Context: an optimization exercise on an open-source flow, tuned for a short achievable clock period and few clock cycles. The choices shown serve that exercise and are no tape-out recipe. Only simulation tests tie the RTL to the original design; equivalence was not proved. Power and IR drop assume default switching activity.

// tau800_core
module tau800_core (
    input  wire        clk,
    input  wire        rst,         
    output reg         mem_req,
    output reg         mem_we,
    output reg  [11:0] mem_addr,
    output reg  [5:0]  mem_wdata,
    input  wire        mem_ack,
    input  wire [5:0]  mem_rdata,
    output reg         halted,
    output reg  [2:0]  fault,
    output wire [5:0]  reg_a,
    output wire [5:0]  reg_bh,
    output wire [5:0]  reg_bl,
    output wire [5:0]  reg_ch,
    output wire [5:0]  reg_cl,
    output wire [5:0]  reg_x,
    output wire [11:0] pc_o,
    output wire [11:0] sp_o,
    output wire [3:0]  flags_o      
);
For scale: roughly 6500 cells after synthesis, roughly 97 I/O pins.
Settings: LEC_CHECK=0, CAP_MARGIN=20, CORE_MARGIN=2, CORE_UTILIZATION=50, PLACE_DENSITY=0.65, SLEW_MARGIN=20; clock period 12.0 ns.
standard.sh (not shown) runs the stock make flow with config.mk's settings and CLKGATE_MAP_FILE= SYNTH_SCRIPT=/design/flow/synth_recipe.tcl, a recipe that flattens the netlist after the stock synthesis.
==> flow/flow/run.sh <==
#!/bin/bash
set -euo pipefail
bash standard.sh SETUP_SLACK_MARGIN=8.5 finish > flow_make.log 2>&1
Testbench counts at the start, summed over its fixed seeds: cycles 369,219.
Rerun with:
--- a/flow/design.v
+++ b/flow/design.v
@@ -364,29 +364,30 @@
     wire [11:0] a_abs  = {mem_rdata, plo};
     wire [11:0] a_absx = {mem_rdata + {5'd0, lox[6]}, lox[5:0]};
     wire [11:0] a_now  = (((opi ? kdst : ksrc) == K_ABSX) ? a_absx : a_abs);
     reg  [5:0]  brof;
     wire [11:0] br_tgt = pc + {{6{brof[5]}}, brof};
     wire [11:0] a_inc  = addr[opi] + 12'd1;
     wire [11:0] ptr_t  = {mem_rdata, ptrlo};
     integer i;
     wire wflush   = mem_req && mem_we && (mem_addr >= lo_b) && (mem_addr < hi_b);
     wire        f_pay  = (state == S_PAY) && pl_last && !tbit;
     wire        f_t1   = (state == S_T1);
     wire        f_j1   = (state == S_J1);
-    wire        f_en   = f_pay || f_t1 || f_j1;
+    wire        f_brt  = (state == S_BRT);    
+    wire        f_en   = f_pay || f_t1 || f_j1 || f_brt;
     wire [CB-1:0] f_idx = pc_start[CB-1:0];
     wire        f_ok   = (pc1 > pc_start);
-    wire [5:0]  f_slo  = f_j1 ? jlo : pw_slo;
-    wire [5:0]  f_shi  = f_j1 ? mem_rdata : pw_shi;
+    wire [5:0]  f_slo  = f_j1 ? jlo : f_brt ? br_tgt[5:0] : pw_slo;
+    wire [5:0]  f_shi  = f_j1 ? mem_rdata : f_brt ? br_tgt[11:6] : pw_shi;
     wire [5:0]  f_dlo  = (f_pay && !sub) ? mem_rdata : pw_dlo;
     wire [5:0]  f_dhi  = (f_pay && sub) ? mem_rdata : pw_dhi;
     always @(posedge clk) begin
         if (f_en) begin
             c_tag[f_idx]  <= pc_start[11:CB];
             c_ks[f_idx]   <= ksrc;
             c_kd[f_idx]   <= kdst;
             c_slo[f_idx]  <= f_slo;
             c_shi[f_idx]  <= f_shi;
             c_dlo[f_idx]  <= f_dlo;
             c_dhi[f_idx]  <= f_dhi;
             c_npc[f_idx]  <= pc1;
@@ -770,25 +771,29 @@
             end
             S_RET1: if (xfer) begin
                 sp       <= sp1;
                 pc       <= {rhi, mem_rdata};
                 mem_addr <= {rhi, mem_rdata};
                 state    <= S_OP;
             end
             S_BR: begin
                 brof <= mem_rdata;
                 if (xfer && !ex2_pend) begin
                     pc       <= pc1;
                     mem_addr <= pc1;
-                    if (br_taken) begin
+                    if (br_taken && ehit) begin
+                        pc       <= {e_shi, e_slo};
+                        mem_addr <= {e_shi, e_slo};
+                        state    <= S_OP;
+                    end else if (br_taken) begin
                         mem_req <= 1'b0;
                         state   <= S_BRT;
                     end else
                         state <= S_OP;
                 end
             end
             S_BRT: begin
                 pc       <= br_tgt;
                 mem_addr <= br_tgt;
                 mem_req  <= 1'b1;
                 state    <= S_OP;
             end
Design area grows by 0.63%.
First-iteration DRC count drops by 9.3%.
Setup slack improves by 0.13 ns.
Combinational power drops by about 9%.
Via count is about the same.
Power goes down by 4.0%.
Utilization went up by 0.32 points.
Sequential power decreases by about 2%.
Register-to-register slack gets worse by 0.05 ns.
Global-route usage goes up by 1.6 points.
Wire length climbs by 3.6%.
Area after synthesis is about the same.
Clock-buffer cell count is lower by 11.
Clock power hardly moves.
Testbench counts after the change, summed over its fixed seeds: cycles 367,383.

re-timing with driven ports:
The results above use ideal ports. As a check the final layouts listed here were re-extracted and re-timed, cells and wires unchanged.
Step 1 (the two cells are an assumption about what drives the block):
set clk [get_ports {clk}]
set_driving_cell -lib_cell sky130_fd_sc_hd__clkbuf_16 $clk
set_driving_cell -lib_cell sky130_fd_sc_hd__buf_2 [delete_from_list [all_inputs] $clk]
Step 2 times the ports against the registers' clock, not the clock port: input delays grow and output delays shrink by t, the midpoint of the rising clock arrivals with the driver on.
a / b / c = ideal / step 1 / step 2; a / b = the first two.
| run | shift t [ns] | slack for setup (ns) | worst hold slack (ns) |
|---|---|---|---|
| the first run | 0.912 | 7.960 / 7.958 / 7.046 | 0.456 / 0.456 / 0.456 |
| the second run | 0.931 | 8.089 / 8.061 / 7.193 | 0.463 / 0.463 / 0.463 |
After both steps setup and hold are still met in every run listed. The setup slack of the first run, which loses most, moves by -0.002 ns with the drivers and by -0.914 ns with both steps.
